Background: an optimization exercise with open tools, aiming at small area, a short achievable clock period and few clock cycles. Do not read the settings as production practice.
Function was not checked in any run shown here: the RTL went through the layout flow alone.
Power figures rest on the tool's default switching activity, not on a simulated workload.

**flow/run.sh**
```bash
#!/bin/bash
bash standard.sh SETUP_SLACK_MARGIN=8 finish > standard.log 2>&1
```
**standard.sh**
```bash
#!/bin/bash
# synth_recipe.tcl (not shown) runs the flow's synth.tcl, then flattens the netlist and writes it again
# the make line also repeats each setting of config.mk as NAME=value (left out here)
make -C /OpenROAD-flow-scripts/flow DESIGN_CONFIG=/design/flow/config.mk WORK_HOME=/design/flow/orfs CLKGATE_MAP_FILE= SYNTH_SCRIPT=/design/flow/synth_recipe.tcl "${@:-finish}"
```
**config.mk**
```make
export PLATFORM = sky130hd
export DESIGN_NAME = nasa_scale_enc
export DESIGN_NICKNAME = nasa_scale_enc
export VERILOG_FILES = /design/flow/design.v
export SDC_FILE = /design/flow/constraint.sdc
export NUM_CORES = 4
export LEC_CHECK = 0
export CAP_MARGIN = 20
export CORE_MARGIN = 2
export CORE_UTILIZATION = 40
export SLEW_MARGIN = 20
```
**constraint.sdc**
```tcl
create_clock -name core_clock -period 12.0 [get_ports {clk}]
set_input_delay 2.4000 -clock core_clock [delete_from_list [all_inputs] [get_ports {clk}]]
set_output_delay 2.4000 -clock core_clock [all_outputs]
set_load 0.01 [all_outputs]
```
**design.v**
```verilog
module nasa_scale_enc (
    input  wire        clk,
    input  wire        rst,
    input  wire        start,
    input  wire [31:0] q_num,       
    input  wire [15:0] q_den,       
    input  wire [15:0] a_num,       
    input  wire [15:0] a_den,       
    input  wire [1:0]  width,       
    input  wire        is_signed,
    output wire        ready,
    output reg         done,
    output wire [31:0] bytes_out,
    output reg         range_err
);
    reg         s_idle, s_mul, s_align, s_div, s_fin;
    reg         mul1;        
    reg         first;       
    reg  [5:0]  cnt;
    reg         neg;         
    reg  [1:0]  w_r;
    reg         s_r;
    reg         ovf_hi;      
    reg         rnd;         
    reg  [65:0] x;
    reg  [31:0] qx;          
    reg  [31:0] pd;          
    wire w8  = (w_r == 2'd0);
    wire w16 = (w_r == 2'd1);
    wire [15:0] mr_or = x[31:16] | pd[15:0];
    reg  [3:0]  top;
    integer i;
    always @* begin
        top = 4'd0;
        for (i = 0; i < 16; i = i + 1)
            if (mr_or[i]) top = i[3:0];
    end
    wire        bn    = x[16];
    wire        sub   = first || !x[65];
    wire [33:0] add_a = x[65:32] & {34{!s_fin}};
    wire [33:0] add_b = s_mul ? {2'd0, qx & {32{bn}}} :
                        s_fin ? {2'd0, x[32:1] ^ {32{neg}}} :
                                {{2{sub}}, pd ^ {32{sub}}};
    wire        add_c = s_mul ? (bn & neg) : s_fin ? (rnd ^ neg) : sub;
    wire [33:0] sum   = add_a + add_b + {33'd0, add_c};
    wire        q_bit = !sum[33];
    wire        bd    = pd[0];
    wire [16:0] sum_d = {1'b0, pd[31:16]} + (bd ? {1'b0, x[15:0]} : 17'd0);
    wire [31:0] q     = x[32:1];
    wire hi7  = q[7],  hi15 = q[15], hi31 = q[31];
    wire lo7z = ~|q[6:0],  lo15z = ~|q[14:0],  lo31z = ~|q[30:0];
    wire lo7o = &q[6:0],   lo15o = &q[14:0],   lo31o = &q[30:0];
    wire hiK  = w8 ? hi7  : w16 ? hi15  : hi31;
    wire loKz = w8 ? lo7z : w16 ? lo15z : lo31z;
    wire loKo = w8 ? lo7o : w16 ? lo15o : lo31o;
    wire mag0 = !hiK && loKz && !rnd;                    
    wire in_range = s_r ? (neg ? (!hiK || (loKz && !rnd))              
                               : (!hiK && !(loKo && rnd)))             
                        : (neg ? mag0
                               : !(hiK && loKo && rnd));               
    assign ready = s_idle;
    assign bytes_out = x[31:0];
    wire [31:0] wmask = {{16{!w8 && !w16}}, {8{!w8}}, 8'hff};
    wire       mul_last = mul1 ? ~|mr_or[15:1] : (cnt == 6'd0);
    wire [3:0] top_m1   = top - 4'd1;
    wire       ovf0     = first && (ovf_hi || q_bit);    
    wire [5:0] n_div    = w8 ? 6'd9 : w16 ? 6'd17 : 6'd33;
    always @(posedge clk) begin
        if (s_idle) begin
            x   <= {34'd0, a_den, q_den};
            pd  <= {16'd0, a_num};
            qx  <= q_num ^ {32{q_num[31]}};
            neg <= q_num[31];
            w_r <= width;
            s_r <= is_signed;
        end
        if (s_mul) begin
            pd       <= {sum_d, pd[15:1]};
            x[65:16] <= {2'd0, sum[32:0], x[31:17]};
            if (mul_last) x[15:0] <= 16'd0;
            cnt      <= mul_last ? n_div : mul1 ? {2'd0, top_m1} : cnt - 6'd1;
            ovf_hi   <= 1'b0;
        end
        if (s_align) begin
            x      <= w8 ? {x[57:0], 8'd0} : {16'd0, x[65:16]};
            ovf_hi <= w8 && (|x[63:57]);
        end
        if (s_div) begin
            x         <= {sum[32:0], x[31:0] & {32{!ovf0}}, q_bit && !first};
            cnt       <= cnt - 6'd1;
            range_err <= 1'b1;
            rnd       <= q_bit && ((|sum[31:0]) || x[0]);
        end
        if (s_fin) begin
            x[31:0]   <= sum[31:0] & wmask & {32{in_range}};
            range_err <= !in_range;
        end
    end
    always @(posedge clk) begin
        if (rst) begin
            s_idle  <= 1'b1;
            s_mul   <= 1'b0;
            s_align <= 1'b0;
            s_div   <= 1'b0;
            s_fin   <= 1'b0;
            done    <= 1'b0;
            first   <= 1'b0;
            mul1    <= 1'b0;
        end else begin
            done <= 1'b0;
            mul1 <= 1'b0;
            if (s_idle && start) begin
                s_idle <= 1'b0;
                s_mul  <= 1'b1;
                mul1   <= 1'b1;
            end
            if (s_mul && mul_last) begin
                s_mul   <= 1'b0;
                s_align <= !w16;
                s_div   <= w16;
                first   <= 1'b1;
            end
            if (s_align) begin
                s_align <= 1'b0;
                s_div   <= 1'b1;
            end
            if (s_div) begin
                first <= 1'b0;
                if (ovf0) begin
                    s_div  <= 1'b0;
                    s_idle <= 1'b1;
                    done   <= 1'b1;
                end else if (cnt == 6'd0) begin
                    s_div <= 1'b0;
                    s_fin <= 1'b1;
                end
            end
            if (s_fin) begin
                s_fin  <= 1'b0;
                s_idle <= 1'b1;
                done   <= 1'b1;
            end
        end
    end
endmodule
```
==> results.json, run 1 <==
{
  "initial_utilization_pct": 40.5,
  "routed_via_density": 6.31,
  "cp_top_family": "simple AND/OR/NAND/NOR gates",
  "cp_data_arrival_time_ns": 5.21,
  "tritoncts": "built",
  "synth_edf_count": 126,
  "finalNonFillerCells": 1893,
  "cts.sinks": 150,
  "totalWireLength_um": 49400,
  "design.die.area_sq_mm": 0.0322,
  "max-slew-margin-rel_pct": 36.6,
  "place_congestion": 0.964,
  "wire_per_inst_um": 26.1,
  "post-dp-hpwl_um": 34500,
  "cp_cell_sequence": "buf_12 -> xnor2_1 -> mux2_2 -> o21ai_2 -> fa_2 -> inv_1 -> fa_1 -> inv_1 -> or4_1 -> or3_1 -> a2111o_1 -> or4_1 -> or4_4 -> or4b_4 -> nor4_4 -> a21oi_2",
  "synth-warning-count": 1,
  "timing.final.hold_violations": 0,
  "use_met3_pct": 7.39,
  "clk_transition_reported_paths_ns": 0.07,
  "synthCells": 1397,
  "finalMaxSlewViolations": 0,
  "power.density_mw_per_mm2": 175,
  "worstPathBufferInverterCount": 3,
  "max_clock_freq_mhz": 199,
  "cts-buffers-inserted": 17,
  "totalNegativeSetupSlack_ns": 0,
  "drt_pre_antenna_iters": 6,
  "p_r_area_growth_vs_syn_pct": 24.4,
  "cp_max_fo": 7,
  "fp.dieW_um": 180,
  "finish.utilization_pct": 50.4,
  "critical-path-max-stage-delay_ns": 0.52,
  "synth_fp_nets": 1538,
  "synth_sequential_area_ratio_pct": 34.6,
  "grt_use_met2_pct": 44.1,
  "p_leak_nw": 5.75,
  "synth_flop_cell": "sky130_fd_sc_hd__edfxtp_1",
  "vias": 12000,
  "floorplan.rows": 64,
  "grt_usage_pct": 29.6,
  "power.ir.vdd_worst_uv": 98.1,
  "boundaryPins": 121,
  "port-buffer-count": 120,
  "grt_antenna_before_repair": 1,
  "route.detailed.drc": 0,
  "mostFrequentLayoutCell": "sky130_fd_sc_hd__nand2_1",
  "worst_path_max_delay_cell": "sky130_fd_sc_hd__fa_1",
  "final.hold.worst_slack_ns": 0.553,
  "setup-violations-final": 0,
  "final_net_count": 1624,
  "required_ns": 12.19,
  "place_inst": 1804,
  "worst_hold_path_type": "register to register",
  "detail-route-antenna-nets": 0,
  "timing.max_cap.violations": 0,
  "path_class": "register to register",
  "grt_start_max_net_pins": 91,
  "timing.final.crit_share_pct": 41.9,
  "critical_path.endpoint_type": "register",
  "grt.met1_usage_pct": 40.2,
  "post_synthesis_cell_area_sq_mm": 0.0123,
  "synth.distinct_cells": 72,
  "holdBufCountCts": 0,
  "grt_most_used_layer": "met2",
  "h-tree-depth": 4,
  "final_cell_mix": "sky130_fd_sc_hd__nand2_1 (127), sky130_fd_sc_hd__edfxtp_1 (126), sky130_fd_sc_hd__nor2_1 (111), sky130_fd_sc_hd__clkdlybuf4s50_1 (105), sky130_fd_sc_hd__o21ai_0 (77)",
  "grt_setup_unrepaired": "true",
  "cts_root_buf": "sky130_fd_sc_hd__clkbuf_16",
  "detail_route.iter0.violations": 1751,
  "standard_cell_core_area_sq_mm": 0.0304,
  "clock_latency_ns": 0.45,
  "clock_path_buffers": 2,
  "run_status": "no timing/DRC/antenna violations",
  "final_layout_size_suffix_gt1_share_pct": 17.9,
  "final_period_minus_worst_setup_slack_ns": 5.02,
  "start_kind": "register",
  "die_height_um": 180,
  "synth.avg_cell_area_sq_um": 8.82,
  "ys_async_sr_fraction_pct": 0,
  "worst_clock_skew_ns": 0.0210,
  "wire_length_of_the_first_global_routing_pass_um": 72200,
  "synth_seq_cells": 150,
  "tightest_slew_ns": 0.936,
  "grt_pass1_vias": 11300,
  "grt-ovfl-total": 0
}
per-stage QoR:
| stage | worst slack, ns | power, mW | area (sq um) |
|---|---|---|---|
| final | 6.98 | 2.68 | 15300 |
| after global routing | 6.84 | 2.77 | 15300 |
| after CTS | 7.09 | 2.52 | 14800 |
| after detailed placement | 6.41 | 1.86 | 13600 |
| after global placement | 6.52 | 1.87 | 13600 |
| after floorplan | 7.21 | 1.44 | 12400 |
registers in the layout, summed over array words and instances, names as in the netlist:
name	count
cnt	6
done	1
first	1
mul1	1
neg	1
ovf_hi	1
pd	32
qx	31
range_err	1
rnd	1
s_align	1
s_div	1
s_fin	1
s_idle	1
s_mul	1
s_r	1
w_r	2
x	66
where the power goes:
part           total [mW]  internal, mW  switching (mW)
Combinational        1.32         0.528           0.791
Sequential          0.776         0.660           0.115
Clock               0.583         0.322           0.260
Total                2.68          1.51            1.17
worst paths after layout:
check                                        start       endpoint  slack, ns  cells after the start
worst min register to register  first$_SDFFE_PP0P_   x[0]$_DFF_P_       0.55                      1
worst max-delay path                 neg$_DFFE_PP_  rnd$_DFFE_PP_       6.98                     16
worst min-delay path            first$_SDFFE_PP0P_   x[0]$_DFF_P_       0.55                      1
worst max register to register       neg$_DFFE_PP_  rnd$_DFFE_PP_       6.98                     16
cells in the mapped netlist, types with 19 or more instances:
| master | n | share of area [%] |
|---|---|---|
| sky130_fd_sc_hd__dfxtp_1 | 24 | 3.9 |
| sky130_fd_sc_hd__xor2_1 | 54 | 3.8 |
| sky130_fd_sc_hd__buf_4 | 32 | 1.9 |
| sky130_fd_sc_hd__ha_1 | 52 | 5.3 |
| sky130_fd_sc_hd__nand2_1 | 128 | 3.9 |
| sky130_fd_sc_hd__a211oi_1 | 39 | 2.4 |
| sky130_fd_sc_hd__a221o_1 | 30 | 2.4 |
| sky130_fd_sc_hd__nor2_1 | 116 | 3.5 |
| sky130_fd_sc_hd__o21ai_0 | 108 | 4.4 |
| sky130_fd_sc_hd__a221oi_1 | 25 | 1.8 |
| sky130_fd_sc_hd__clkbuf_1 | 99 | 3.0 |
| sky130_fd_sc_hd__xnor2_1 | 78 | 5.5 |
| sky130_fd_sc_hd__mux2_2 | 36 | 3.3 |
| sky130_fd_sc_hd__nor3_1 | 22 | 0.89 |
| sky130_fd_sc_hd__nor4_1 | 19 | 0.96 |
| sky130_fd_sc_hd__edfxtp_1 | 126 | 31 |
| sky130_fd_sc_hd__nor2b_1 | 63 | 3.2 |
| sky130_fd_sc_hd__inv_1 | 31 | 0.94 |
| sky130_fd_sc_hd__a21oi_1 | 59 | 2.4 |
| sky130_fd_sc_hd__and2_1 | 23 | 1.2 |
kinds of logic (layout without fill, tap and decap cells):
kind of cell	count (synthesis)	count (layout)	synth area share [%]
AO/OA/AOI/OAI	386	386	21.6
XOR/XNOR	132	132	9.38
adder cells (fa/ha/maj)	56	56	5.85
buffers and inverters	176	275	6.40
flip-flops	150	150	34.6
multiplexers	54	54	4.75
other	0	1	0
AND/OR/NAND/NOR	443	443	17.5
per-layer routing:
layer,share of wire [%],wire length [um],up-vias
li1,-,-,5282
met1,40,19600,5716
met2,43,21200,791
met3,12,5780,165
met4,5.6,2760,0
met5,0,0,-
cell type report:
class | instances | area (sq um)
sequential | 150 | 4290
timing repair buffer | 210 | 2050
inverter | 33 | 124
antenna | 1 | 2.50
clock buffer | 18 | 439
tap | 396 | 495
multi-input combinational | 1071 | 7750
fill | 2866 | 15100
clock inverter | 14 | 178
what timing repair did:
item / 4_1_cts / 5_1_grt
endpoints found under the setup margin: 92 / 67
gates resized for setup: 86 / 86
setup buffers: 31 / 23
pin swaps: 7 / 23
gates cloned: 2 / 0
==> run 2, diff against run 1 <==
--- a/design.v
+++ b/design.v
@@ -13,7 +13,7 @@
     output wire [31:0] bytes_out,
     output reg         range_err
 );
-    reg         s_idle, s_mul, s_align, s_div, s_fin;
+    reg         s_idle, s_mul, s_align, s_div, s_rnd, s_fin;
     reg         mul1;        
     reg         first;       
     reg  [5:0]  cnt;
@@ -89,7 +89,9 @@
             x         <= {sum[32:0], x[31:0] & {32{!ovf0}}, q_bit && !first};
             cnt       <= cnt - 6'd1;
             range_err <= 1'b1;
-            rnd       <= q_bit && ((|sum[31:0]) || x[0]);
+        end
+        if (s_rnd) begin
+            rnd <= x[0] && ((|x[64:33]) || x[1]);
         end
         if (s_fin) begin
             x[31:0]   <= sum[31:0] & wmask & {32{in_range}};
@@ -102,6 +104,7 @@
             s_mul   <= 1'b0;
             s_align <= 1'b0;
             s_div   <= 1'b0;
+            s_rnd   <= 1'b0;
             s_fin   <= 1'b0;
             done    <= 1'b0;
             first   <= 1'b0;
@@ -132,8 +135,12 @@
                     done   <= 1'b1;
                 end else if (cnt == 6'd0) begin
                     s_div <= 1'b0;
-                    s_fin <= 1'b1;
+                    s_rnd <= 1'b1;
                 end
+            end
+            if (s_rnd) begin
+                s_rnd <= 1'b0;
+                s_fin <= 1'b1;
             end
             if (s_fin) begin
                 s_fin  <= 1'b0;
==> results.json, run 2 <==
{
  "clock_path_buffers": 2,
  "h-tree-depth": 4,
  "mostFrequentLayoutCell": "sky130_fd_sc_hd__nand2_1",
  "final_cell_mix": "sky130_fd_sc_hd__nand2_1 (154), sky130_fd_sc_hd__edfxtp_1 (126), sky130_fd_sc_hd__clkdlybuf4s50_1 (115), sky130_fd_sc_hd__buf_4 (84), sky130_fd_sc_hd__xnor2_1 (73)",
  "finalMaxSlewViolations": 0,
  "boundaryPins": 121,
  "post_synth_top_cells": "sky130_fd_sc_hd__nand2_1 (157), sky130_fd_sc_hd__edfxtp_1 (126), sky130_fd_sc_hd__o21ai_0 (100)",
  "tightest_slew_ns": 0.996,
  "final_layout_size_suffix_gt1_share_pct": 23.6,
  "final_net_count": 1685,
  "clk_transition_reported_paths_ns": 0.08,
  "grt_antenna_before_repair": 2,
  "holdBufCountCts": 0,
  "start_kind": "register",
  "multiInputGateArea_sq_mm": 0.00841,
  "layout_top_registers": "x x66, pd x32, qx x31",
  "run_status": "no timing/DRC/antenna violations",
  "standard_cell_core_area_sq_mm": 0.0313,
  "grt-ovfl-total": 0,
  "grt_setup_unrepaired": "true",
  "synth_sequential_area_ratio_pct": 34.0,
  "worst_path_max_delay_cell": "sky130_fd_sc_hd__edfxtp_1",
  "synth_edf_count": 126,
  "clock_latency_ns": 0.44,
  "timing.critical_path.mode_cell": "sky130_fd_sc_hd__buf_4",
  "fin_ws_ns": 7.87,
  "post-route-cell-area_sq_mm": 0.0163,
  "synth.avg_cell_area_sq_um": 8.90,
  "detail_route.iter0.violations": 1838,
  "tritoncts": "built",
  "critical-path-max-stage-delay_ns": 0.45,
  "final_period_minus_worst_setup_slack_ns": 4.13,
  "power.ir.vdd_worst_uv": 84.2,
  "grt_pass1_vias": 11900,
  "timing.max_cap.violations": 0,
  "critical_path.endpoint_type": "register",
  "totalNegativeSetupSlack_ns": 0,
  "drt_pre_antenna_iters": 8,
  "n_fill_cell": 2850,
  "grt_start_max_net_pins": 82,
  "place_congestion": 0.966,
  "cp_max_fo": 6,
  "totalWireLength_um": 53200,
  "required_ns": 12.27,
  "fp.dieW_um": 182,
  "placed_area_sq_mm": 0.0139,
  "setup-violations-final": 0,
  "power.density_mw_per_mm2": 178,
  "post-dp-hpwl_um": 35800,
  "floorplan.rows": 65,
  "synth_largest_type_area_fraction_pct": 30.0,
  "path_class": "register to register",
  "worst_hold_path_type": "register to register",
  "p_r_area_growth_vs_syn_pct": 29.5,
  "ys_async_sr_fraction_pct": 0,
  "post_synthesis_cell_area_sq_mm": 0.0126,
  "synthMostInstantiatedCell": "sky130_fd_sc_hd__nand2_1",
  "cp_data_arrival_time_ns": 4.40,
  "grt_usage_pct": 31.4,
  "synth_seq_cells": 151,
  "detail-route-antenna-nets": 0,
  "synthDominantAreaCellType": "sky130_fd_sc_hd__edfxtp_1",
  "largest_reg_flops": 66,
  "p_leak_nw": 6.22,
  "cts-buffers-inserted": 17,
  "cts_root_buf": "sky130_fd_sc_hd__clkbuf_16",
  "synth_flop_cell": "sky130_fd_sc_hd__edfxtp_1",
  "port-buffer-count": 120,
  "wire_length_of_the_first_global_routing_pass_um": 77500,
  "max-slew-margin-rel_pct": 33.6,
  "route.detailed.drc": 0,
  "synth-warning-count": 1,
  "vias": 12600,
  "timing.final.crit_share_pct": 34.4,
  "synthCells": 1417,
  "timing.final.hold_violations": 0,
  "initial_utilization_pct": 40.3,
  "wire_per_inst_um": 27.1,
  "max_clock_freq_mhz": 242,
  "worstPathBufferInverterCount": 5,
  "registers.top_by_ff_count": "x",
  "cell_types_occupying_the_most_area_after_synthesis": "sky130_fd_sc_hd__edfxtp_1 (30%), sky130_fd_sc_hd__xnor2_1 (6.0%), sky130_fd_sc_hd__ha_1 (5.2%)",
  "routed_via_density": 6.41,
  "layout.area.seq_sq_mm": 0.00431,
  "synth.distinct_cells": 83,
  "cp_top_family": "simple AND/OR/NAND/NOR gates",
  "die_height_um": 182,
  "cts.sinks": 151,
  "dpl_worst_slack_ns": 6.76,
  "synth_fp_nets": 1558,
  "cp_cell_sequence": "buf_12 -> xnor2_1 -> mux2_4 -> o21ai_4 -> fa_2 -> buf_4 -> buf_4 -> a211oi_4 -> nor4b_4 -> nor3_4 -> a21oi_4 -> o21ai_4 -> and4b_2 -> nor3_4 -> buf_4 -> buf_4 -> or2_4 -> o221ai_1",
  "design.die.area_sq_mm": 0.0330,
  "worst_clock_skew_ns": 0.0161
}
-- run 2: per-stage QoR --
step	hold WS (ns)	instances	total power [mW]	util [%]
global placement	0.501	1835	1.95	44.5
global route	0.531	1959	3.00	52.2
floorplan	0.449	1417	1.50	-
finish	0.540	1960	2.91	52.2
CTS	0.518	1941	2.69	49.9
detailed placement	0.497	1835	1.94	44.5
-- run 2: final cells by class --
type / count / share of cell area, %
inverter: 44 / 1.03
multi-input combinational: 1093 / 51.5
tap: 402 / 3.08
sequential: 151 / 26.4
clock buffer: 18 / 2.63
antenna: 1 / 0.0153
timing repair buffer: 237 / 14.4
clock inverter: 14 / 0.973
-- run 2: power breakdown --
part | switching, mW | internal [mW] | total (mW)
clock network | 0.271 | 0.297 | 0.568
registers | 0.131 | 0.669 | 0.800
logic | 0.897 | 0.645 | 1.54
-- run 2: path summary, 6_finish.rpt --
kind / startpoint / to / slack [ns] / cells after the start
worst max register to register: neg$_DFFE_PP_ / x[29]$_DFFE_PP_ / 7.87 / 18
worst min register to register: s_rnd$_SDFF_PP0_ / rnd$_DFFE_PP_ / 0.54 / 0
worst max-delay path: neg$_DFFE_PP_ / x[29]$_DFFE_PP_ / 7.87 / 18
worst min-delay path: s_rnd$_SDFF_PP0_ / rnd$_DFFE_PP_ / 0.54 / 0
-- run 2: cell families (layout without fill, tap and decap cells) --
group                      Yosys count  count (layout)  synth area share [%]
muxes                               58              58                  4.98
DFF                                151             151                  34.0
and+or+nand+nor                    456             459                  18.6
buffers and inverters              176             313                  6.37
adders and majority gates           56              56                  5.72
AOI/OAI and AO/OA                  386             386                  21.1
xor gates and xnor gates           134             134                  9.30
other                                0               1                     0
-- run 2: timing repair --
item	4_1_cts	5_1_grt
setup buffers	68	18
setup endpoints to repair	92	87
gates resized for setup	151	129
pin swaps	47	37
gates cloned	6	0
-- run 2: per-layer routing --
layer | wire length (um) | share of wire, % | GRT usage, % | vias up
met5 | 12 | 0.023 | 0 | -
met3 | 6330 | 12 | 7.92 | 233
li1 | - | - | - | 5433
met4 | 3530 | 6.6 | 17.6 | 2
met2 | 22600 | 42 | 46.6 | 893
met1 | 20800 | 39 | 41.9 | 5997
==> run 3, diff against run 2 <==
--- a/design.v
+++ b/design.v
@@ -39,20 +39,22 @@
     wire        sub   = first || !x[65];
     wire [33:0] add_a = x[65:32] & {34{!s_fin}};
     wire [33:0] add_b = s_mul ? {2'd0, qx & {32{bn}}} :
-                        s_fin ? {2'd0, x[32:1] ^ {32{neg}}} :
+                        s_fin ? {2'd0, x[32:1]} :
                                 {{2{sub}}, pd ^ {32{sub}}};
     wire        add_c = s_mul ? (bn & neg) : s_fin ? (rnd ^ neg) : sub;
     wire [33:0] sum   = add_a + add_b + {33'd0, add_c};
     wire        q_bit = !sum[33];
     wire        bd    = pd[0];
     wire [16:0] sum_d = {1'b0, pd[31:16]} + (bd ? {1'b0, x[15:0]} : 17'd0);
-    wire [31:0] q     = x[32:1];
-    wire hi7  = q[7],  hi15 = q[15], hi31 = q[31];
-    wire lo7z = ~|q[6:0],  lo15z = ~|q[14:0],  lo31z = ~|q[30:0];
-    wire lo7o = &q[6:0],   lo15o = &q[14:0],   lo31o = &q[30:0];
-    wire hiK  = w8 ? hi7  : w16 ? hi15  : hi31;
-    wire loKz = w8 ? lo7z : w16 ? lo15z : lo31z;
-    wire loKo = w8 ? lo7o : w16 ? lo15o : lo31o;
+    wire [31:0] qs    = x[32:1];
+    wire hi7  = qs[7],  hi15 = qs[15], hi31 = qs[31];
+    wire lo7z = ~|qs[6:0],  lo15z = ~|qs[14:0],  lo31z = ~|qs[30:0];
+    wire lo7o = &qs[6:0],   lo15o = &qs[14:0],   lo31o = &qs[30:0];
+    wire hiK  = neg ^ (w8 ? hi7  : w16 ? hi15  : hi31);
+    wire sz   = w8 ? lo7z : w16 ? lo15z : lo31z;
+    wire so   = w8 ? lo7o : w16 ? lo15o : lo31o;
+    wire loKz = neg ? so : sz;                           
+    wire loKo = neg ? sz : so;                           
     wire mag0 = !hiK && loKz && !rnd;                    
     wire in_range = s_r ? (neg ? (!hiK || (loKz && !rnd))              
                                : (!hiK && !(loKo && rnd)))             
@@ -86,12 +88,12 @@
             ovf_hi <= w8 && (|x[63:57]);
         end
         if (s_div) begin
-            x         <= {sum[32:0], x[31:0] & {32{!ovf0}}, q_bit && !first};
+            x         <= {sum[32:0], x[31:0] & {32{!ovf0}}, (q_bit ^ neg) && !first};
             cnt       <= cnt - 6'd1;
             range_err <= 1'b1;
         end
         if (s_rnd) begin
-            rnd <= x[0] && ((|x[64:33]) || x[1]);
+            rnd <= (x[0] ^ neg) && ((|x[64:33]) || (x[1] ^ neg));
         end
         if (s_fin) begin
             x[31:0]   <= sum[31:0] & wmask & {32{in_range}};
==> results.json, run 3 <==
{
  "run_status": "no timing/DRC/antenna violations",
  "num_antenna_cells": 0,
  "path_class": "register to register",
  "clock_share_of_power_pct": 20.4,
  "cp_data_arrival_time_ns": 4.46,
  "synth_sequential_area_ratio_pct": 35.0,
  "floorplan.rows": 64,
  "h-tree-depth": 4,
  "fin_ws_ns": 7.73,
  "final_net_count": 1608,
  "final_layout_size_suffix_gt1_share_pct": 22.4,
  "dpl_worst_slack_ns": 7.00,
  "clock_latency_ns": 0.45,
  "start_kind": "register",
  "clock_path_buffers": 2,
  "synth.avg_cell_area_sq_um": 9.20,
  "critical_path.endpoint_type": "register",
  "cp_top_family": "compound AO/OA/AOI/OAI gates",
  "drt_pre_antenna_iters": 5,
  "port-buffer-count": 120,
  "sw_frac_of_total_pct": 43.0,
  "grt_start_max_net_pins": 67,
  "comb_power_share_pct": 50.5,
  "worstPathBufferInverterCount": 4,
  "power.ir.vdd_worst_uv": 94.9,
  "boundaryPins": 121,
  "synth.distinct_cells": 93,
  "totalWireLength_um": 47600,
  "p_leak_nw": 6.21,
  "synth_seq_cells": 151,
  "synth_largest_type_area_fraction_pct": 30.9,
  "grt_setup_unrepaired": "true",
  "routed_via_density": 6.22,
  "critical-path-max-stage-delay_ns": 0.43,
  "place_congestion": 0.985,
  "timing.final.crit_share_pct": 35.6,
  "synth_flop_cell": "sky130_fd_sc_hd__edfxtp_1",
  "registers.top_by_ff_count": "x",
  "post_synthesis_cell_area_sq_mm": 0.0122,
  "timing.max_cap.violations": 0,
  "holdBufCountCts": 0,
  "grt-ovfl-total": 0,
  "max-slew-margin-rel_pct": 33.7,
  "design.die.area_sq_mm": 0.0320,
  "wire_length_of_the_first_global_routing_pass_um": 69700,
  "cts_root_buf": "sky130_fd_sc_hd__clkbuf_16",
  "placed_area_sq_mm": 0.0134,
  "grt_antenna_before_repair": 1,
  "layout_top_registers": "x x66, pd x32, qx x31",
  "grt_usage_pct": 29.7,
  "synthCells": 1332,
  "initial_utilization_pct": 40.4,
  "worst_path_max_delay_cell": "sky130_fd_sc_hd__o31ai_4",
  "power.density_mw_per_mm2": 177,
  "synthDominantAreaCellType": "sky130_fd_sc_hd__edfxtp_1",
  "multiInputGateArea_sq_mm": 0.00760,
  "cp_cell_sequence": "inv_2 -> nor2_4 -> buf_6 -> buf_16 -> xor2_1 -> nor2_1 -> a21oi_2 -> nor2_1 -> a21o_1 -> ha_1 -> a21oi_2 -> o211ai_1 -> o211ai_4 -> o211ai_4 -> nand3_2 -> o31ai_4 -> xnor2_4 -> o31ai_4 -> buf_6 -> a221o_1",
  "largest_reg_flops": 66,
  "finalMaxSlewViolations": 0,
  "tightest_slew_ns": 0.994,
  "grt_pass1_vias": 11000,
  "final_cell_mix": "sky130_fd_sc_hd__edfxtp_1 (126), sky130_fd_sc_hd__nor2_1 (121), sky130_fd_sc_hd__clkdlybuf4s50_1 (115), sky130_fd_sc_hd__nand2_1 (87), sky130_fd_sc_hd__buf_4 (86)",
  "synth_edf_count": 126,
  "synth-warning-count": 1,
  "tritoncts": "built",
  "mostFrequentLayoutCell": "sky130_fd_sc_hd__edfxtp_1",
  "wire_per_inst_um": 25.3,
  "standard_cell_core_area_sq_mm": 0.0303,
  "timing.final.hold_violations": 0,
  "synth_fp_nets": 1472,
  "p_r_area_growth_vs_syn_pct": 26.1,
  "cp_max_fo": 8,
  "detail-route-antenna-nets": 0,
  "post-dp-hpwl_um": 32100,
  "totalNegativeSetupSlack_ns": 0,
  "clk_transition_reported_paths_ns": 0.09,
  "switchingPower_mw": 1.17,
  "final_period_minus_worst_setup_slack_ns": 4.27,
  "share_seq_of_total_power_pct": 29.0,
  "cts-buffers-inserted": 17,
  "fp.dieW_um": 179,
  "cell_types_occupying_the_most_area_after_synthesis": "sky130_fd_sc_hd__edfxtp_1 (31%), sky130_fd_sc_hd__xor2_1 (5.6%), sky130_fd_sc_hd__ha_1 (5.2%)",
  "worst_clock_skew_ns": 0.0181,
  "required_ns": 12.19,
  "worst_hold_path_type": "register to register",
  "layout.area.seq_sq_mm": 0.00431,
  "vias": 11700,
  "post-route-cell-area_sq_mm": 0.0154,
  "detail_route.iter0.violations": 1734,
  "finish.utilization_pct": 50.9,
  "post_synth_top_cells": "sky130_fd_sc_hd__edfxtp_1 (126), sky130_fd_sc_hd__nor2_1 (122), sky130_fd_sc_hd__a21oi_1 (112)",
  "n_fill_cell": 2775,
  "route.detailed.drc": 0,
  "setup-violations-final": 0,
  "synthMostInstantiatedCell": "sky130_fd_sc_hd__edfxtp_1",
  "ys_async_sr_fraction_pct": 0,
  "internal_power_mw": 1.56,
  "cts.sinks": 151,
  "max_clock_freq_mhz": 234,
  "die_height_um": 179
}
run 3: final timing paths:
| kind | startpoint | cells after the start | endpoint | slack [ns] |
|---|---|---|---|---|
| setup / recovery | x[65]$_DFFE_PP_ | 20 | x[17]$_DFFE_PP_ | 7.73 |
| hold / removal | s_rnd$_SDFF_PP0_ | 1 | s_fin$_SDFF_PP0_ | 0.53 |
| setup reg to reg | x[65]$_DFFE_PP_ | 20 | x[17]$_DFFE_PP_ | 7.73 |
| hold reg to reg | s_rnd$_SDFF_PP0_ | 1 | s_fin$_SDFF_PP0_ | 0.53 |
run 3: cell families (layout without fill, tap and decap cells):
logic type | count (synthesis) | after routing | synth area share, %
AO/OA/AOI/OAI | 381 | 381 | 21.3
XOR/XNOR | 107 | 107 | 7.71
multiplexers | 65 | 65 | 5.71
AND/OR/NAND/NOR | 421 | 422 | 17.5
buffers and inverters | 153 | 301 | 7.19
flip-flops | 151 | 151 | 35.0
adder cells (fa/ha/maj) | 54 | 54 | 5.70
run 3: routing by layer:
layer	global-route usage (%)	part of all wire, %
met1	41.5	41
met2	44.7	43
met3	6.26	12
met5	0	0
met4	11.8	4.4
run 3: repair_timing:
item / CTS / global route
buffers inserted: 70 / 18
pin swaps: 73 / 46
cloned: 5 / 0
resized for setup: 123 / 55
setup endpoints to repair: 90 / 70
endpoints found under the hold margin: 0 / 0
run 3: per-stage QoR:
stage | hold WS, ns | std cells | total power, mW
final | 0.528 | 1877 | 2.73
after global routing | 0.536 | 1877 | 2.83
after CTS | 0.524 | 1859 | 2.59
after detailed placement | 0.509 | 1752 | 1.84
after global placement | 0.500 | 1752 | 1.84
after floorplan | 0.449 | 1332 | 1.47
run 3: area by class of cell:
cell class,instances,share of cell area (%)
clock inverters,14,0.964
flip-flops and latches,151,27.9
well taps,396,3.21
multi-input cells,1029,49.2
clock buffers,18,2.92
inverters,30,0.745
repair buffers,239,15.0
run 3: power by group through the flow:
| stage | Sequential (mW) | Clock (mW) | Combinational (mW) |
|---|---|---|---|
| 2_1_floorplan | 0.727 | 0 | 0.738 |
| 3_3_place_gp | 0.809 | 0 | 1.03 |
| 3_5_place_dp | 0.805 | 0 | 1.03 |
| 4_1_cts | 0.782 | 0.561 | 1.24 |
| 5_1_grt | 0.791 | 0.579 | 1.46 |
| 6_report | 0.793 | 0.559 | 1.38 |
==> run 4, diff against run 3 <==
--- a/design.v
+++ b/design.v
@@ -13,7 +13,7 @@
     output wire [31:0] bytes_out,
     output reg         range_err
 );
-    reg         s_idle, s_mul, s_align, s_div, s_rnd, s_fin;
+    reg         s_idle, s_mul, s_align, s_div, s_ovf, s_fin;
     reg         mul1;        
     reg         first;       
     reg  [5:0]  cnt;
@@ -21,7 +21,6 @@
     reg  [1:0]  w_r;
     reg         s_r;
     reg         ovf_hi;      
-    reg         rnd;         
     reg  [65:0] x;
     reg  [31:0] qx;          
     reg  [31:0] pd;          
@@ -41,6 +40,7 @@
     wire [33:0] add_b = s_mul ? {2'd0, qx & {32{bn}}} :
                         s_fin ? {2'd0, x[32:1]} :
                                 {{2{sub}}, pd ^ {32{sub}}};
+    wire        rnd   = (x[0] ^ neg) && ((|x[64:33]) || (x[1] ^ neg));
     wire        add_c = s_mul ? (bn & neg) : s_fin ? (rnd ^ neg) : sub;
     wire [33:0] sum   = add_a + add_b + {33'd0, add_c};
     wire        q_bit = !sum[33];
@@ -88,12 +88,12 @@
             ovf_hi <= w8 && (|x[63:57]);
         end
         if (s_div) begin
-            x         <= {sum[32:0], x[31:0] & {32{!ovf0}}, (q_bit ^ neg) && !first};
+            x         <= {sum[32:0], x[31:0], (q_bit ^ neg) && !first};
             cnt       <= cnt - 6'd1;
             range_err <= 1'b1;
         end
-        if (s_rnd) begin
-            rnd <= (x[0] ^ neg) && ((|x[64:33]) || (x[1] ^ neg));
+        if (s_ovf) begin
+            x[31:0]   <= 32'd0;
         end
         if (s_fin) begin
             x[31:0]   <= sum[31:0] & wmask & {32{in_range}};
@@ -106,7 +106,7 @@
             s_mul   <= 1'b0;
             s_align <= 1'b0;
             s_div   <= 1'b0;
-            s_rnd   <= 1'b0;
+            s_ovf   <= 1'b0;
             s_fin   <= 1'b0;
             done    <= 1'b0;
             first   <= 1'b0;
@@ -133,16 +133,16 @@
                 first <= 1'b0;
                 if (ovf0) begin
                     s_div  <= 1'b0;
-                    s_idle <= 1'b1;
-                    done   <= 1'b1;
+                    s_ovf  <= 1'b1;
                 end else if (cnt == 6'd0) begin
                     s_div <= 1'b0;
-                    s_rnd <= 1'b1;
+                    s_fin <= 1'b1;
                 end
             end
-            if (s_rnd) begin
-                s_rnd <= 1'b0;
-                s_fin <= 1'b1;
+            if (s_ovf) begin
+                s_ovf  <= 1'b0;
+                s_idle <= 1'b1;
+                done   <= 1'b1;
             end
             if (s_fin) begin
                 s_fin  <= 1'b0;
==> results.json, run 4 <==
{
  "grt_pass1_vias": 11000,
  "synth_sequential_area_ratio_pct": 34.7,
  "synth_fp_nets": 1512,
  "timing.final.hold_violations": 0,
  "layout_top_registers": "x x66, pd x32, qx x31",
  "post-route-cell-area_sq_mm": 0.0151,
  "standard_cell_core_area_sq_mm": 0.0303,
  "timing.final.crit_share_pct": 35.2,
  "tritoncts": "built",
  "detail_route.iter0.violations": 1744,
  "comb_power_share_pct": 51.5,
  "internal_power_mw": 1.51,
  "switchingPower_mw": 1.17,
  "synth_edf_count": 125,
  "cell_types_occupying_the_most_area_after_synthesis": "sky130_fd_sc_hd__edfxtp_1 (31%), sky130_fd_sc_hd__xor2_1 (5.8%), sky130_fd_sc_hd__ha_1 (5.2%)",
  "p_leak_nw": 5.72,
  "synthMostInstantiatedCell": "sky130_fd_sc_hd__edfxtp_1",
  "vias": 11700,
  "registers.top_by_ff_count": "x",
  "wire_length_of_the_first_global_routing_pass_um": 69100,
  "p_r_area_growth_vs_syn_pct": 23.1,
  "synth_largest_type_area_fraction_pct": 30.7,
  "clock_path_buffers": 2,
  "sw_frac_of_total_pct": 43.6,
  "yosys.area_share.simple_pct": 17.9,
  "cts-buffers-inserted": 17,
  "final_layout_size_suffix_gt1_share_pct": 20.4,
  "power.density_mw_per_mm2": 177,
  "grt_setup_unrepaired": "true",
  "path_class": "register to register",
  "wire_per_inst_um": 25.4,
  "worst_clock_skew_ns": 0.0182,
  "grt-ovfl-total": 0,
  "run_status": "no timing/DRC/antenna violations",
  "clk_transition_reported_paths_ns": 0.07,
  "place_congestion": 0.981,
  "synth_seq_cells": 150,
  "clock_latency_ns": 0.44,
  "critical-path-max-stage-delay_ns": 0.48,
  "muxShareOfSynthArea_pct": 4.94,
  "mostFrequentLayoutCell": "sky130_fd_sc_hd__edfxtp_1",
  "finalMaxSlewViolations": 0,
  "final_cell_mix": "sky130_fd_sc_hd__edfxtp_1 (125), sky130_fd_sc_hd__clkdlybuf4s50_1 (117), sky130_fd_sc_hd__a21oi_1 (102), sky130_fd_sc_hd__nand2_1 (101), sky130_fd_sc_hd__nor2_1 (80)",
  "synth_flop_cell": "sky130_fd_sc_hd__edfxtp_1",
  "holdBufCountCts": 0,
  "timing.max_cap.violations": 0,
  "totalWireLength_um": 47300,
  "synthCells": 1372,
  "final_net_count": 1588,
  "worstPathBufferInverterCount": 2,
  "routed_via_density": 6.27,
  "worst_hold_path_type": "register to register",
  "start_kind": "register",
  "boundaryPins": 121,
  "max_clock_freq_mhz": 237,
  "n_fill_cell": 2831,
  "placed_area_sq_mm": 0.0135,
  "design.die.area_sq_mm": 0.0320,
  "final_period_minus_worst_setup_slack_ns": 4.22,
  "detail-route-antenna-nets": 0,
  "share_seq_of_total_power_pct": 28.3,
  "worst_path_max_delay_cell": "sky130_fd_sc_hd__o21ai_0",
  "largest_reg_flops": 66,
  "floorplan.rows": 64,
  "power.ir.vdd_worst_uv": 101,
  "setup-violations-final": 0,
  "cp_cell_sequence": "inv_2 -> nor2_4 -> buf_12 -> xor2_1 -> nor2_1 -> a21oi_1 -> o21ai_0 -> ha_1 -> o21a_1 -> nor2_1 -> o31ai_4 -> nor4_4 -> o31ai_4 -> a221oi_2 -> xnor2_1 -> a221oi_2 -> a21oi_1",
  "critical_path.endpoint_type": "register",
  "synth.avg_cell_area_sq_um": 8.93,
  "synthDominantAreaCellType": "sky130_fd_sc_hd__edfxtp_1",
  "h-tree-depth": 4,
  "tightest_slew_ns": 0.957,
  "post_synthesis_cell_area_sq_mm": 0.0122,
  "totalNegativeSetupSlack_ns": 0,
  "cts.sinks": 150,
  "clock_share_of_power_pct": 20.2,
  "cp_max_fo": 17,
  "synth_top_family_by_area": "compound AO/OA/AOI/OAI gates",
  "ys_async_sr_fraction_pct": 0,
  "cp_top_family": "compound AO/OA/AOI/OAI gates",
  "synth_adder_area_share_pct": 5.70,
  "fp.dieW_um": 179,
  "post_synth_xor_area_fraction_pct": 7.15,
  "synth-warning-count": 1,
  "required_ns": 12.16,
  "post-dp-hpwl_um": 33300,
  "cp_data_arrival_time_ns": 4.39,
  "die_height_um": 179,
  "initial_utilization_pct": 40.3,
  "max-slew-margin-rel_pct": 35.8,
  "compound_cell_area_share_of_the_yosys_netlist_pct": 23.3,
  "port-buffer-count": 120,
  "route.detailed.drc": 0,
  "post_synth_top_cells": "sky130_fd_sc_hd__edfxtp_1 (125), sky130_fd_sc_hd__a21oi_1 (120), sky130_fd_sc_hd__nand2_1 (106)",
  "drt_pre_antenna_iters": 6,
  "synth.distinct_cells": 89,
  "grt_antenna_before_repair": 2,
  "grt_usage_pct": 29.3,
  "cts_root_buf": "sky130_fd_sc_hd__clkbuf_16",
  "grt_start_max_net_pins": 90
}
[run 4: path summary, 6_finish.rpt]
check / startpoint / endpoint / slack [ns] / cells after the start
max: x[65]$_DFFE_PP_ / x[63]$_DFFE_PP_ / 7.78 / 17
min: s_ovf$_SDFF_PP0_ / s_ovf$_SDFF_PP0_ / 0.47 / 1
min reg2reg: s_ovf$_SDFF_PP0_ / s_ovf$_SDFF_PP0_ / 0.47 / 1
max reg2reg: x[65]$_DFFE_PP_ / x[63]$_DFFE_PP_ / 7.78 / 17
[run 4: layout make-up]
class	count	area, sq um	area share (%)
sequential	150	4290	28.5
clock inverter	14	141	0.938
antenna	3	7.51	0.0498
inverter	36	135	0.896
multi-input combinational	1055	7790	51.7
tap	396	495	3.29
clock buffer	18	429	2.85
timing repair buffer	188	1780	11.8
[run 4: cell families (layout without fill, tap and decap cells)]
family / Yosys count / in the layout
other cells: 0 / 3
mux: 56 / 56
fa+ha+maj: 54 / 54
simple gates: 426 / 426
flops: 150 / 150
compound gates: 419 / 419
xor+xnor: 100 / 100
buf+inv: 167 / 256
[run 4: timing repair]
item | CTS | global route
pin swaps | 53 | 34
setup endpoints to repair | 73 | 58
cloned | 1 | 0
resized for setup | 85 | 60
endpoints found under the hold margin | 0 | 0
buffers inserted | 33 | 19
[run 4: per-layer routing]
| metal | wire length [um] | track usage (%) | vias up |
|---|---|---|---|
| li1 | - | - | 5188 |
| met1 | 18900 | 39.2 | 5615 |
| met2 | 20800 | 44.3 | 736 |
| met3 | 5190 | 7.06 | 130 |
| met4 | 2380 | 14.6 | 0 |
| met5 | 0 | 0 | - |
[run 4: per-stage QoR]
| step | hold WS, ns | power (mW) | worst slack, ns | utilization (%) | cells |
|---|---|---|---|---|---|
| global placement | 0.439 | 1.84 | 7.29 | 44.3 | 1772 |
| global route | 0.482 | 2.77 | 7.56 | 49.6 | 1857 |
| CTS | 0.457 | 2.50 | 7.80 | 48.2 | 1838 |
| floorplan | 0.412 | 1.46 | 7.95 | - | 1372 |
| detailed placement | 0.436 | 1.84 | 7.21 | 44.3 | 1772 |
| finish | 0.473 | 2.67 | 7.78 | 49.7 | 1860 |
[run 4: power groups by stage]
stage	clock [mW]	sequential (mW)	combinational, mW
2_1_floorplan	0	0.716	0.747
4_1_cts	0.537	0.748	1.22
6_report	0.539	0.758	1.38
3_5_place_dp	0	0.786	1.05
3_3_place_gp	0	0.782	1.06
5_1_grt	0.558	0.760	1.45
==> run 5, diff against run 4 <==
--- a/design.v
+++ b/design.v
@@ -13,7 +13,7 @@
     output wire [31:0] bytes_out,
     output reg         range_err
 );
-    reg         s_idle, s_mul, s_align, s_div, s_ovf, s_fin;
+    reg         s_idle, s_mul, s_chk, s_align, s_div, s_ovf, s_fin;
     reg         mul1;        
     reg         first;       
     reg  [5:0]  cnt;
@@ -35,7 +35,7 @@
             if (mr_or[i]) top = i[3:0];
     end
     wire        bn    = x[16];
-    wire        sub   = first || !x[65];
+    wire        sub   = first || s_chk || !x[65];
     wire [33:0] add_a = x[65:32] & {34{!s_fin}};
     wire [33:0] add_b = s_mul ? {2'd0, qx & {32{bn}}} :
                         s_fin ? {2'd0, x[32:1]} :
@@ -66,7 +66,7 @@
     wire       mul_last = mul1 ? ~|mr_or[15:1] : (cnt == 6'd0);
     wire [3:0] top_m1   = top - 4'd1;
     wire       ovf0     = first && (ovf_hi || q_bit);    
-    wire [5:0] n_div    = w8 ? 6'd9 : w16 ? 6'd17 : 6'd33;
+    wire [5:0] n_div    = w8 ? 6'd9 : 6'd17;
     always @(posedge clk) begin
         if (s_idle) begin
             x   <= {34'd0, a_den, q_den};
@@ -79,16 +79,17 @@
         if (s_mul) begin
             pd       <= {sum_d, pd[15:1]};
             x[65:16] <= {2'd0, sum[32:0], x[31:17]};
-            if (mul_last) x[15:0] <= 16'd0;
+            if (mul_last) x[15:0] <= {1'b0, {15{neg}}};
             cnt      <= mul_last ? n_div : mul1 ? {2'd0, top_m1} : cnt - 6'd1;
             ovf_hi   <= 1'b0;
         end
         if (s_align) begin
             x      <= w8 ? {x[57:0], 8'd0} : {16'd0, x[65:16]};
             ovf_hi <= w8 && (|x[63:57]);
+            if (!w8) cnt <= 6'd33;
         end
         if (s_div) begin
-            x         <= {sum[32:0], x[31:0], (q_bit ^ neg) && !first};
+            x         <= {sum[32:0], x[31:0], q_bit ^ neg};
             cnt       <= cnt - 6'd1;
             range_err <= 1'b1;
         end
@@ -104,6 +105,7 @@
         if (rst) begin
             s_idle  <= 1'b1;
             s_mul   <= 1'b0;
+            s_chk   <= 1'b0;
             s_align <= 1'b0;
             s_div   <= 1'b0;
             s_ovf   <= 1'b0;
@@ -121,9 +123,15 @@
             end
             if (s_mul && mul_last) begin
                 s_mul   <= 1'b0;
-                s_align <= !w16;
+                s_align <= w8;
+                s_chk   <= w_r[1];
                 s_div   <= w16;
                 first   <= 1'b1;
+            end
+            if (s_chk) begin
+                s_chk   <= 1'b0;
+                s_align <= q_bit;        
+                s_div   <= !q_bit;
             end
             if (s_align) begin
                 s_align <= 1'b0;
==> results.json, run 5 <==
{
  "run_status": "no timing/DRC/antenna violations",
  "placed_area_sq_mm": 0.0132,
  "h-tree-depth": 4,
  "start_kind": "register",
  "synth-warning-count": 1,
  "routed_via_density": 6.14,
  "wire_length_of_the_first_global_routing_pass_um": 69300,
  "boundaryPins": 121,
  "worstRegToRegCells": 19,
  "standard_cell_core_area_sq_mm": 0.0296,
  "cell_types_occupying_the_most_area_after_synthesis": "sky130_fd_sc_hd__edfxtp_1 (30%), sky130_fd_sc_hd__a21oi_1 (5.7%), sky130_fd_sc_hd__xor2_1 (5.5%)",
  "design.die.area_sq_mm": 0.0314,
  "worst_hold_path_type": "register to register",
  "p_r_area_growth_vs_syn_pct": 27.7,
  "post_synth_top_cells": "sky130_fd_sc_hd__nand2_1 (147), sky130_fd_sc_hd__a21oi_1 (137), sky130_fd_sc_hd__edfxtp_1 (119)",
  "die_height_um": 177,
  "synth_fp_nets": 1538,
  "grt_antenna_before_repair": 2,
  "wire_per_inst_um": 24.9,
  "cp_data_arrival_time_ns": 4.51,
  "power.ir.vdd_worst_uv": 100,
  "use_met3_pct": 7.73,
  "grt_use_met2_pct": 44.6,
  "grt_setup_unrepaired": "true",
  "post-dp-hpwl_um": 32300,
  "clk_transition_reported_paths_ns": 0.08,
  "cts_root_buf": "sky130_fd_sc_hd__clkbuf_16",
  "required_ns": 12.19,
  "detail-route-antenna-nets": 0,
  "place_congestion": 0.980,
  "synth_edf_count": 119,
  "post_synthesis_cell_area_sq_mm": 0.0120,
  "fp.dieW_um": 177,
  "floorplan.rows": 63,
  "totalNegativeSetupSlack_ns": 0,
  "dpl_worst_slack_ns": 7.23,
  "route.detailed.drc": 0,
  "worst_clock_skew_ns": 0.0111,
  "port-buffer-count": 120,
  "final_cell_mix": "sky130_fd_sc_hd__nand2_1 (141), sky130_fd_sc_hd__edfxtp_1 (119), sky130_fd_sc_hd__clkdlybuf4s50_1 (118), sky130_fd_sc_hd__a21oi_1 (116), sky130_fd_sc_hd__buf_4 (99)",
  "drt_pre_antenna_iters": 5,
  "timing.max_cap.violations": 0,
  "synth_seq_cells": 151,
  "num_antenna_cells": 0,
  "tritoncts": "built",
  "power.density_mw_per_mm2": 187,
  "registers.top_by_ff_count": "x",
  "totalWireLength_um": 47700,
  "grt_most_used_layer": "met2",
  "clock_path_buffers": 2,
  "tightest_slew_ns": 1.09,
  "path_class": "register to register",
  "grt_pass1_vias": 11200,
  "final_net_count": 1657,
  "largest_reg_flops": 66,
  "timing.final.hold_violations": 0,
  "post-route-cell-area_sq_mm": 0.0153,
  "grt.met1_usage_pct": 40.3,
  "grt-ovfl-total": 0,
  "initial_utilization_pct": 40.5,
  "synthCells": 1398,
  "synth_largest_type_area_fraction_pct": 29.8,
  "detail_route.iter0.violations": 1509,
  "synth_flop_cell": "sky130_fd_sc_hd__edfxtp_1",
  "final_period_minus_worst_setup_slack_ns": 4.32,
  "clock_latency_ns": 0.44,
  "final_layout_size_suffix_gt1_share_pct": 21.6,
  "ys_async_sr_fraction_pct": 0,
  "fin_ws_ns": 7.68,
  "layout_top_registers": "x x66, pd x32, qx x31",
  "critical_path.endpoint_type": "register",
  "cts.sinks": 151,
  "max_clock_freq_mhz": 231,
  "finalMaxSlewViolations": 0,
  "cp_max_fo": 3,
  "mostFrequentLayoutCell": "sky130_fd_sc_hd__nand2_1",
  "hold_path_depth": 1,
  "cts-buffers-inserted": 17,
  "timing.final.crit_share_pct": 36.0,
  "grt_usage_pct": 29.8,
  "synth.avg_cell_area_sq_um": 8.59,
  "synth_sequential_area_ratio_pct": 35.1,
  "setup-violations-final": 0,
  "synthMostInstantiatedCell": "sky130_fd_sc_hd__nand2_1",
  "synth.distinct_cells": 74,
  "grt_start_max_net_pins": 92,
  "p_leak_nw": 6.08,
  "vias": 11800,
  "max-slew-margin-rel_pct": 27.3,
  "synthDominantAreaCellType": "sky130_fd_sc_hd__edfxtp_1"
}
==> run 5: final timing paths <==
kind / from / end / slack [ns]
hold / removal: s_ovf$_SDFF_PP0_ / s_ovf$_SDFF_PP0_ / 0.46
hold reg to reg: s_ovf$_SDFF_PP0_ / s_ovf$_SDFF_PP0_ / 0.46
setup reg to reg: x[43]$_DFFE_PP_ / x[49]$_DFFE_PP_ / 7.68
setup / recovery: x[43]$_DFFE_PP_ / x[49]$_DFFE_PP_ / 7.68
==> run 5: critical path, stage by stage, from the launching register on <==
cell,delay (ns)
sky130_fd_sc_hd__edfxtp_1,0.41
sky130_fd_sc_hd__nor4_2,0.36
sky130_fd_sc_hd__nand4_1,0.24
sky130_fd_sc_hd__nor3_4,0.23
sky130_fd_sc_hd__o22ai_2,0.10
sky130_fd_sc_hd__a22oi_2,0.18
sky130_fd_sc_hd__fa_2,0.26
sky130_fd_sc_hd__inv_2,0.04
sky130_fd_sc_hd__fa_2,0.34
sky130_fd_sc_hd__a21o_1,0.19
sky130_fd_sc_hd__a21oi_4,0.17
sky130_fd_sc_hd__o21ai_2,0.10
sky130_fd_sc_hd__buf_4,0.17
sky130_fd_sc_hd__a311o_1,0.30
sky130_fd_sc_hd__nand2_1,0.09
sky130_fd_sc_hd__nor3_1,0.05
sky130_fd_sc_hd__o41ai_2,0.28
sky130_fd_sc_hd__buf_4,0.20
sky130_fd_sc_hd__o22ai_4,0.07
sky130_fd_sc_hd__mux2_4,0.29
==> run 5: layer usage <==
| metal | vias to the layer above | routed length [um] | share of wire [%] |
|---|---|---|---|
| met5 | - | 0 | 0 |
| met4 | 0 | 2290 | 4.8 |
| met3 | 125 | 5360 | 11 |
| met2 | 729 | 20700 | 43 |
| met1 | 5646 | 19300 | 40 |
| li1 | 5290 | - | - |
==> run 5: what timing repair did <==
action / in CTS / in global routing
setup endpoints to repair: 76 / 54
pin swaps: 55 / 60
setup buffers: 51 / 44
hold buffers: 0 / 0
gates cloned: 1 / 0
gates resized for setup: 105 / 81
==> run 5: where the power goes <==
group	switching [mW]	leakage [nW]	internal, mW
registers	0.114	1.52	0.672
logic	0.848	4.27	0.666
clock network	0.259	0.292	0.302
total	1.22	6.08	1.64
==> run 5: kinds of logic after synthesis <==
kind of cell | share of synthesized area [%]
compound gates | 22.7
simple gates | 17.2
fa+ha+maj | 5.81
xor+xnor | 7.59
flops | 35.1
mux | 5.03
buf+inv | 6.52
==> run 5: through the flow <==
step | util [%] | hold slack, ns | std cells | total power, mW
after floorplan | - | 0.412 | 1398 | 1.49
after global placement | 44.6 | 0.427 | 1792 | 1.88
after detailed placement | 44.6 | 0.441 | 1792 | 1.88
after CTS | 49.5 | 0.452 | 1876 | 2.62
after global routing | 51.8 | 0.464 | 1920 | 2.96
final | 51.8 | 0.457 | 1920 | 2.86
==> run 5: final cells by class <==
| cell class | count | area (sq um) |
|---|---|---|
| clock inverter | 12 | 104 |
| clock buffer | 20 | 489 |
| sequential | 151 | 4250 |
| inverter | 42 | 159 |
| tap | 390 | 488 |
| multi-input combinational | 1071 | 7670 |
| fill | 2774 | 14300 |
| timing repair buffer | 234 | 2170 |
==> run 6, diff against run 5 <==
--- a/design.v
+++ b/design.v
@@ -41,7 +41,7 @@
                         s_fin ? {2'd0, x[32:1]} :
                                 {{2{sub}}, pd ^ {32{sub}}};
     wire        rnd   = (x[0] ^ neg) && ((|x[64:33]) || (x[1] ^ neg));
-    wire        add_c = s_mul ? (bn & neg) : s_fin ? (rnd ^ neg) : sub;
+    wire        add_c = s_mul ? (bn & neg) : s_fin ? 1'b1 : sub;
     wire [33:0] sum   = add_a + add_b + {33'd0, add_c};
     wire        q_bit = !sum[33];
     wire        bd    = pd[0];
@@ -97,7 +97,7 @@
             x[31:0]   <= 32'd0;
         end
         if (s_fin) begin
-            x[31:0]   <= sum[31:0] & wmask & {32{in_range}};
+            x[31:0]   <= ((rnd ^ neg) ? sum[31:0] : x[32:1]) & wmask & {32{in_range}};
             range_err <= !in_range;
         end
     end
==> results.json, run 6 <==
{
  "final_cell_mix": "sky130_fd_sc_hd__nand2_1 (155), sky130_fd_sc_hd__edfxtp_1 (119), sky130_fd_sc_hd__clkdlybuf4s50_1 (118), sky130_fd_sc_hd__a21oi_1 (112), sky130_fd_sc_hd__o21ai_0 (104)",
  "grt_usage_pct": 30.1,
  "largest_reg_flops": 66,
  "synth-warning-count": 1,
  "port-buffer-count": 120,
  "post_synthesis_cell_area_sq_mm": 0.0123,
  "grt_pass1_vias": 11200,
  "cts.sinks": 151,
  "synth_adder_area_share_pct": 5.69,
  "synth_edf_count": 119,
  "synth_sequential_area_ratio_pct": 34.4,
  "critical_path.endpoint_type": "register",
  "clock_path_buffers": 2,
  "cp_data_arrival_time_ns": 4.50,
  "worst_r2r_end": "s_fin$_SDFF_PP0_",
  "max_clock_freq_mhz": 241,
  "required_ns": 12.35,
  "final_net_count": 1626,
  "worst_clock_skew_ns": 0.0185,
  "power.ir.vdd_worst_uv": 106,
  "wire_per_inst_um": 25.7,
  "timing.max_cap.violations": 0,
  "place_congestion": 0.976,
  "grt_start_max_net_pins": 69,
  "total_power_mw": 3.00,
  "grt-ovfl-total": 0,
  "holdBufCountCts": 0,
  "timing.final.hold_violations": 0,
  "start_kind": "register",
  "vias": 12000,
  "timing.hold.worst_endpoint": "s_ovf$_SDFF_PP0_",
  "clock_latency_ns": 0.45,
  "cp_max_fo": 17,
  "finalMaxSlewViolations": 0,
  "hold_path_startpoint": "s_ovf$_SDFF_PP0_",
  "route.detailed.drc": 0,
  "synthDominantAreaCellType": "sky130_fd_sc_hd__edfxtp_1",
  "detail_route.iter0.violations": 1966,
  "place_inst": 1818,
  "ys_async_sr_fraction_pct": 0,
  "finalNonFillerCells": 1895,
  "worstRegToRegCells": 17,
  "timing.final.crit_share_pct": 34.6,
  "synthMostInstantiatedCell": "sky130_fd_sc_hd__nand2_1",
  "grt.met1_usage_pct": 42.1,
  "worst-r2r-setup-slack_ns": 7.85,
  "synth.distinct_cells": 73,
  "hold_path_depth": 1,
  "grt_most_used_layer": "met2",
  "h-tree-depth": 4,
  "compound_cell_area_share_of_the_yosys_netlist_pct": 23.0,
  "final_period_minus_worst_setup_slack_ns": 4.15,
  "synth_seq_cells": 151,
  "use_met3_pct": 7.00,
  "layout_top_registers": "x x66, pd x32, qx x31",
  "n_fill_cell": 2860,
  "die_height_um": 179,
  "final_layout_size_suffix_gt1_share_pct": 15.8,
  "initial_utilization_pct": 40.4,
  "p_leak_nw": 5.87,
  "path_class": "register to register",
  "synth_largest_type_area_fraction_pct": 29.1,
  "standard_cell_core_area_sq_mm": 0.0303,
  "cts_root_buf": "sky130_fd_sc_hd__clkbuf_16",
  "synth_top_family_by_area": "compound AO/OA/AOI/OAI gates",
  "post_synth_top_cells": "sky130_fd_sc_hd__nand2_1 (156), sky130_fd_sc_hd__a21oi_1 (119), sky130_fd_sc_hd__edfxtp_1 (119)",
  "worst_hold_path_type": "register to register",
  "synth_fp_nets": 1564,
  "setup-violations-final": 0,
  "design.die.area_sq_mm": 0.0321,
  "fp.dieW_um": 179,
  "tightest_slew_ns": 1.04,
  "tritoncts": "built",
  "num_antenna_cells": 0,
  "p_r_area_growth_vs_syn_pct": 21.7,
  "synthCells": 1424,
  "synth_flop_cell": "sky130_fd_sc_hd__edfxtp_1",
  "clk_transition_reported_paths_ns": 0.07,
  "muxShareOfSynthArea_pct": 6.81,
  "totalNegativeSetupSlack_ns": 0,
  "totalWireLength_um": 48800,
  "post_synth_xor_area_fraction_pct": 7.43,
  "max-slew-margin-rel_pct": 30.5,
  "post-dp-hpwl_um": 33100,
  "grt_antenna_before_repair": 2,
  "reg2reg_from": "x[65]$_DFFE_PP_",
  "drt_pre_antenna_iters": 6,
  "grt_setup_unrepaired": "true",
  "boundaryPins": 121,
  "cts-buffers-inserted": 17,
  "floorplan.rows": 64,
  "registers.top_by_ff_count": "x",
  "mostFrequentLayoutCell": "sky130_fd_sc_hd__nand2_1",
  "detail-route-antenna-nets": 0,
  "wire_length_of_the_first_global_routing_pass_um": 70800,
  "synth.avg_cell_area_sq_um": 8.61,
  "grt_use_met2_pct": 44.1,
  "yosys.area_share.simple_pct": 16.3,
  "power.density_mw_per_mm2": 201,
  "run_status": "no timing/DRC/antenna violations",
  "cell_types_occupying_the_most_area_after_synthesis": "sky130_fd_sc_hd__edfxtp_1 (29%), sky130_fd_sc_hd__xor2_1 (5.6%), sky130_fd_sc_hd__dfxtp_1 (5.2%)",
  "routed_via_density": 6.35
}
## run 6: cell types whose count changed after synthesis, sizes merged, moves of 9 or more
cell and change:
o21ai +27, clkbuf +14, buf -10, nand3 +9, nand2 +10, a31oi +9, a21oi -18, mux2i +14
nor2 -19
## run 6: worst max-delay path, stage by stage, from the launching register on
cell	delay, ns
sky130_fd_sc_hd__edfxtp_1	0.39
sky130_fd_sc_hd__nor3b_4	0.27
sky130_fd_sc_hd__buf_4	0.18
sky130_fd_sc_hd__bufbuf_16	0.32
sky130_fd_sc_hd__xor2_1	0.21
sky130_fd_sc_hd__nand2_1	0.11
sky130_fd_sc_hd__o21ai_0	0.13
sky130_fd_sc_hd__o21ai_0	0.17
sky130_fd_sc_hd__ha_1	0.49
sky130_fd_sc_hd__nand2_1	0.11
sky130_fd_sc_hd__or3_1	0.37
sky130_fd_sc_hd__a21oi_1	0.14
sky130_fd_sc_hd__a21o_1	0.17
sky130_fd_sc_hd__o21ba_2	0.22
sky130_fd_sc_hd__o211ai_1	0.09
sky130_fd_sc_hd__buf_4	0.18
sky130_fd_sc_hd__o21ai_1	0.23
sky130_fd_sc_hd__nor4b_2	0.25
## run 6: cell type report
class	instances	area [sq um]	area share [%]
Sequential cell	151	4260	28.6
Timing Repair Buffer	181	1800	12.1
Clock buffer	21	493	3.30
Clock inverter	11	81.3	0.545
Inverter	37	139	0.930
Multi-Input combinational cell	1098	7650	51.3
Tap cell	396	495	3.32
## run 6: per-stage QoR
stage / util (%) / area, sq um / hold slack, ns / setup slack (ns)
finish: 49.2 / 14900 / 0.442 / 7.85
global route: 49.2 / 14900 / 0.458 / 7.70
detailed placement: 44.4 / 13500 / 0.429 / 7.33
floorplan: - / 12300 / 0.415 / 8.00
CTS: 47.9 / 14500 / 0.438 / 7.95
global placement: 44.4 / 13500 / 0.427 / 7.47
## run 6: what timing repair did
action | in CTS | in global routing
setup buffers | 29 | 13
setup endpoints to repair | 81 | 52
pin swaps | 16 | 31
gates cloned | 3 | 0
resized for setup | 51 | 67
## run 6: worst max-delay path by stage
stage                            start               end  cells after the start
floorplan              x[65]$_DFFE_PP_   x[65]$_DFFE_PP_                     18
global placement    s_mul$_SDFFE_PP0P_      x[0]$_DFF_P_                     14
detailed placement     x[16]$_DFFE_PP_      x[0]$_DFF_P_                     14
CTS                    x[65]$_DFFE_PP_      x[0]$_DFF_P_                     18
global route           x[65]$_DFFE_PP_   x[61]$_DFFE_PP_                     18
finish                 x[65]$_DFFE_PP_  s_fin$_SDFF_PP0_                     17
## run 6: cell families after synthesis
| family | count (synthesis) |
|---|---|
| adders and majority gates | 54 |
| xor gates and xnor gates | 104 |
| muxes | 79 |
| DFF | 151 |
| buffers and inverters | 175 |
| and+or+nand+nor | 421 |
| AOI/OAI and AO/OA | 440 |
## run 6: routing by layer
metal	wire length (um)	part of all wire, %
met4	2430	5.0
met1	19700	40
met3	5850	12
met2	20800	43
met5	13	0.027
## run 6: report_power, final
part           switching (mW)  internal [mW]
clock network           0.250          0.298
logic                   0.925          0.651
registers               0.181          0.690
total                    1.36           1.64

==> separate check: timing with driven ports <==
The results above use ideal ports. As a check the final layouts listed here were re-extracted and re-timed, cells and wires unchanged.
Step 1: set_driving_cell puts a clkbuf_16 on clk and a buf_2 on each other input, an assumption about the parent block.
Step 2, shift: input delay + t, output delay - t, t = (earliest + latest rising clock arrival at the registers) / 2. This alone moves slack from input paths to output paths.
Slacks: ideal / step 1 / step 2; pairs: ideal / step 1.
run | t (ns) | slack for setup (ns) | worst setup path at the end
run 1 | 0.496 | 6.976 / 6.976 / 6.976 | register to register
run 2 | 0.483 | 7.868 / 7.868 / 7.834 | input to register
run 3 | 0.490 | 7.728 / 7.728 / 7.728 | register to register
run 4 | 0.482 | 7.775 / 7.775 / 7.775 | register to register
run 5 | 0.484 | 7.677 / 7.677 / 7.677 | register to register
run 6 | 0.495 | 7.851 / 7.851 / 7.686 | input to register
After both steps setup and hold are still met in every run listed. The setup slack of run 6, which loses most, moves by 0.000 ns with the drivers and by -0.165 ns with both steps.
